Background: an optimization exercise with open tools, aiming at small area and few clock cycles. Do not read the settings as production practice.
At most, simulation tests tie the RTL to the original design; equivalence was not proved.
Power figures rest on the tool's default switching activity, not on a simulated workload.

## v6
## aisp_seq
module aisp_seq (
    input  wire        clk,
    input  wire        rst,
    input  wire        rx_valid,
    input  wire [7:0]  rx_data,
    output wire        rx_ready,
    output wire        tx_valid,
    output wire [7:0]  tx_data,
    input  wire        tx_ready,
    output wire        xfer_valid,
    output wire [31:0] xfer_data,
    input  wire        xfer_ready,
    input  wire        xfer_rvalid,
    input  wire [7:0]  xfer_rdata,
    output wire        settle_valid,
    input  wire        settle_ready,
    output wire        rst_on,
    output wire        spi_own,
    output wire        err,
    output wire        errind
);
    localparam [7:0] CRC_EOP     = 8'h20;
    localparam [7:0] STK_OK      = 8'h10;
    localparam [7:0] STK_FAILED  = 8'h11;
    localparam [7:0] STK_UNKNOWN = 8'h12;
    localparam [7:0] STK_INSYNC  = 8'h14;
    localparam [7:0] STK_NOSYNC  = 8'h15;
    localparam [7:0] TAG_FLASH   = 8'h46;
    localparam [7:0] TAG_EEPROM  = 8'h45;
    localparam INSBITS = 8;
    localparam TAPBITS = 3;
    localparam NTAP    = 256 >> TAPBITS;
    localparam [3:0]
        C_SIGN = 4'd0,  C_IDENT = 4'd1,  C_GETP = 4'd2,  C_SETDEV = 4'd3,
  ...
Settings: LEC_CHECK=0, CAP_MARGIN=0, CORE_MARGIN=2, CORE_UTILIZATION=30, CTS_BUF_LIST=sky130_fd_sc_hd__clkbuf_8, CTS_CLUSTER_DIAMETER=50, CTS_CLUSTER_SIZE=18, GPL_TIMING_DRIVEN=0, PLACE_DENSITY=0.5, SLEW_MARGIN=0; clock period 8.0 ns.
run.sh (not shown) runs the stock make flow with config.mk's settings and CLKGATE_MAP_FILE= SYNTH_SCRIPT=/design/flow/synth_recipe.tcl, a recipe that flattens the netlist after the stock synthesis.
v6: flow completed, timing, DRC and antenna clean
### v6 -> v7
Settings: CAP_MARGIN: 0 -> 20; SLEW_MARGIN: 0 -> 20; GPL_TIMING_DRIVEN: 0 -> unset.
Going from v6 to v7, post-layout instance area shrank slightly. v6 has lower register share of the cell area than v7. Wire length of the first global-routing pass: v7 < v6. The post-layout total power in v7 sits 0.00036 W below the value recorded for v6. v7 vs v6: vias per cell down in v7.
Function was not checked in any run of this note: the RTL went through the layout flow alone.

Setup of ember:
aisp_seq, a different RTL version from the one above (not shown whole).
Size in the first run: about 3900 cells after synthesis, ~2200 flip-flops.
Settings: LEC_CHECK=0, CAP_MARGIN=20, CORE_MARGIN=2, CORE_UTILIZATION=55, PLACE_DENSITY=0.65, SLEW_MARGIN=20; clock period 8.0 ns.
standard.sh (not shown) runs the stock make flow with config.mk's settings and CLKGATE_MAP_FILE= SYNTH_SCRIPT=/design/flow/synth_recipe.tcl, a recipe that flattens the netlist after the stock synthesis.
==> flow/flow/run.sh <==
#!/bin/bash
# The standard layout (the standard.sh: ORFS with the standard synthesis),
# with two changes: the port buffers are the smallest buffer cell, and clock
# tree synthesis uses clkbuf_8 leaf clusters and inserts no dummy loads.
# ORFS's full output goes to standard_flow.log in the work folder; ORFS's own
# per-step logs stay under orfs/logs.
set -euo pipefail
export BUFFER_PORTS_ARGS="-buffer_cell sky130_fd_sc_hd__buf_1"
export CTS_ARGS="-sink_clustering_enable -repair_clock_nets -sink_clustering_size 18 -sink_clustering_max_diameter 50 -buf_list sky130_fd_sc_hd__clkbuf_8 -dont_use_dummy_load"
bash standard.sh > standard_flow.log 2>&1
Testbench counts of ember, summed over its fixed seeds: cycles 181,264.
Modified inputs, quartz compared to ember
# ember
export LEC_CHECK = 0
export CAP_MARGIN = 20
export CORE_MARGIN = 2
export CORE_UTILIZATION = 55
export PLACE_DENSITY = 0.65
export SLEW_MARGIN = 20
create_clock -name core_clock -period 8.0 [get_ports {clk}]
# quartz
export LEC_CHECK = 0
export CAP_MARGIN = 20
export CORE_MARGIN = 2
export CORE_UTILIZATION = 62
export PLACE_DENSITY = 0.72
export SLEW_MARGIN = 20
create_clock -name core_clock -period 8.0 [get_ports {clk}]
Notes after the runs:
- ember and quartz all finish clean.
- Utilization: quartz higher than ember
- [diff] setup skew after layout, quartz relative to ember: regression
- ember → quartz: die area shrank by 0.012 mm2, clock power decreased by about 2% relative to the old numbers, proportion of layout cells with a drive suffix above 1 fell 0.35 points, via count of the first global-routing pass about even, met3 usage has remained practically unchanged.

before:
Starting RTL as in the previous note.
Design aisp_seq, start of the top module:
module aisp_seq (
    input  wire        clk,
    input  wire        rst,
    input  wire        rx_valid,
    input  wire [7:0]  rx_data,
    output wire        rx_ready,
    output wire        tx_valid,
    output wire [7:0]  tx_data,
    input  wire        tx_ready,
    output wire        xfer_valid,
    output wire [31:0] xfer_data,
    input  wire        xfer_ready,
    input  wire        xfer_rvalid,
    input  wire [7:0]  xfer_rdata,
    output wire        settle_valid,
    input  wire        settle_ready,
    output wire        rst_on,
    output wire        spi_own,
    output wire        err,
    output wire        errind
);
    localparam [7:0] CRC_EOP     = 8'h20;
    localparam [7:0] STK_OK      = 8'h10;
    localparam [7:0] STK_FAILED  = 8'h11;
    localparam [7:0] STK_UNKNOWN = 8'h12;
    localparam [7:0] STK_INSYNC  = 8'h14;
    localparam [7:0] STK_NOSYNC  = 8'h15;
    localparam [7:0] TAG_FLASH   = 8'h46;
    localparam [7:0] TAG_EEPROM  = 8'h45;
    localparam TAPBITS = 3;
    localparam NTAP    = 256 >> TAPBITS;
    localparam [3:0]
        C_SIGN = 4'd0,  C_IDENT = 4'd1,  C_GETP = 4'd2,  C_SETDEV = 4'd3,
  ...
Settings: LEC_CHECK=0, CAP_MARGIN=20, CORE_MARGIN=2, CORE_UTILIZATION=62, PLACE_DENSITY=0.72, SLEW_MARGIN=20; clock period 8.0 ns.
==> flow/flow/run.sh <==
#!/bin/bash
# The standard layout (the standard.sh: ORFS with the standard synthesis),
# with two changes: the port buffers are the smallest buffer cell, and clock
# tree synthesis uses clkbuf_8 leaf clusters and inserts no dummy loads.
# ORFS's full output goes to standard_flow.log in the work folder; ORFS's own
# per-step logs stay under orfs/logs.
set -euo pipefail
export BUFFER_PORTS_ARGS="-buffer_cell sky130_fd_sc_hd__buf_1"
export CTS_ARGS="-sink_clustering_enable -repair_clock_nets -sink_clustering_size 20 -sink_clustering_max_diameter 50 -buf_list sky130_fd_sc_hd__clkbuf_8 -dont_use_dummy_load"
bash standard.sh > standard_flow.log 2>&1
before completed end to end with timing, DRC and antenna clean.
Testbench counts of before, summed over its fixed seeds: cycles 181,264.
For after, these inputs were changed with respect to before:
- a change of CORE_UTILIZATION from 62 to 66
- a change of PLACE_DENSITY from 0.72 to 0.76
--- a/flow/flow/run.sh
+++ b/flow/flow/run.sh
@@ -8,3 +8,3 @@
 export BUFFER_PORTS_ARGS="-buffer_cell sky130_fd_sc_hd__buf_1"
-export CTS_ARGS="-sink_clustering_enable -repair_clock_nets -sink_clustering_size 20 -sink_clustering_max_diameter 50 -buf_list sky130_fd_sc_hd__clkbuf_8 -dont_use_dummy_load"
+export CTS_ARGS="-sink_clustering_enable -repair_clock_nets -sink_clustering_size 18 -sink_clustering_max_diameter 50 -buf_list sky130_fd_sc_hd__clkbuf_8 -dont_use_dummy_load"
 bash standard.sh > standard_flow.log 2>&1
==> comparison <==
Looking at critical path launch point, the rx_data[3] result is from before; the rx_data[6] one comes from after. When the final numbers for before and after were put side by side, the final period utilization turned out to be smaller in before. Going from before to after, met3 routed wirelength grew by 580 µm, worst path required time held steady, number of synthesized register bits held steady. after completed end to end with timing, DRC and antenna clean. Of before and after, the run reporting the higher worst setup slack was before. after against before: met3 track demand over resource higher, first-pass GRT wire length increased by 3.5% relative to the old numbers, power +0.71%.

==> what the ideal ports hide <==
The results above use ideal ports. As a check the final layouts listed here were re-extracted and re-timed, cells and wires unchanged.
Step 1: set_driving_cell puts a clkbuf_16 on clk and a buf_2 on each other input, an assumption about the parent block.
Step 2, shift: input delay + t, output delay - t, t = (earliest + latest rising clock arrival at the registers) / 2. This alone moves slack from input paths to output paths.
a / b / c = ideal ports / drivers / drivers and shift; a / b = the first two.
run	t (ns)	setup slack, ns	hold slack, ns	worst setup path at the end	cell pins on the clock port's net
v6	0.967	0.329 / 0.259 / 0.906	0.291 / 0.291 / 0.291	input to register	1
v7	0.998	0.881 / 0.810 / 1.808	0.297 / 0.297 / 0.297	register to output	1
ember	0.870	2.114 / 2.073 / 1.203	0.272 / 0.272 / 0.272	input to register	1
quartz	0.873	2.211 / 2.210 / 1.337	0.241 / 0.241 / 0.241	input to register	1
before	0.871	2.138 / 2.142 / 1.271	0.242 / 0.242 / 0.242	input to register	1
after	0.861	2.111 / 2.128 / 1.267	0.279 / 0.279 / 0.279	input to register	1
After both steps every run listed still meets setup and hold. The setup slack of ember, which loses most, moves by -0.041 ns with the drivers and by -0.911 ns with both steps.
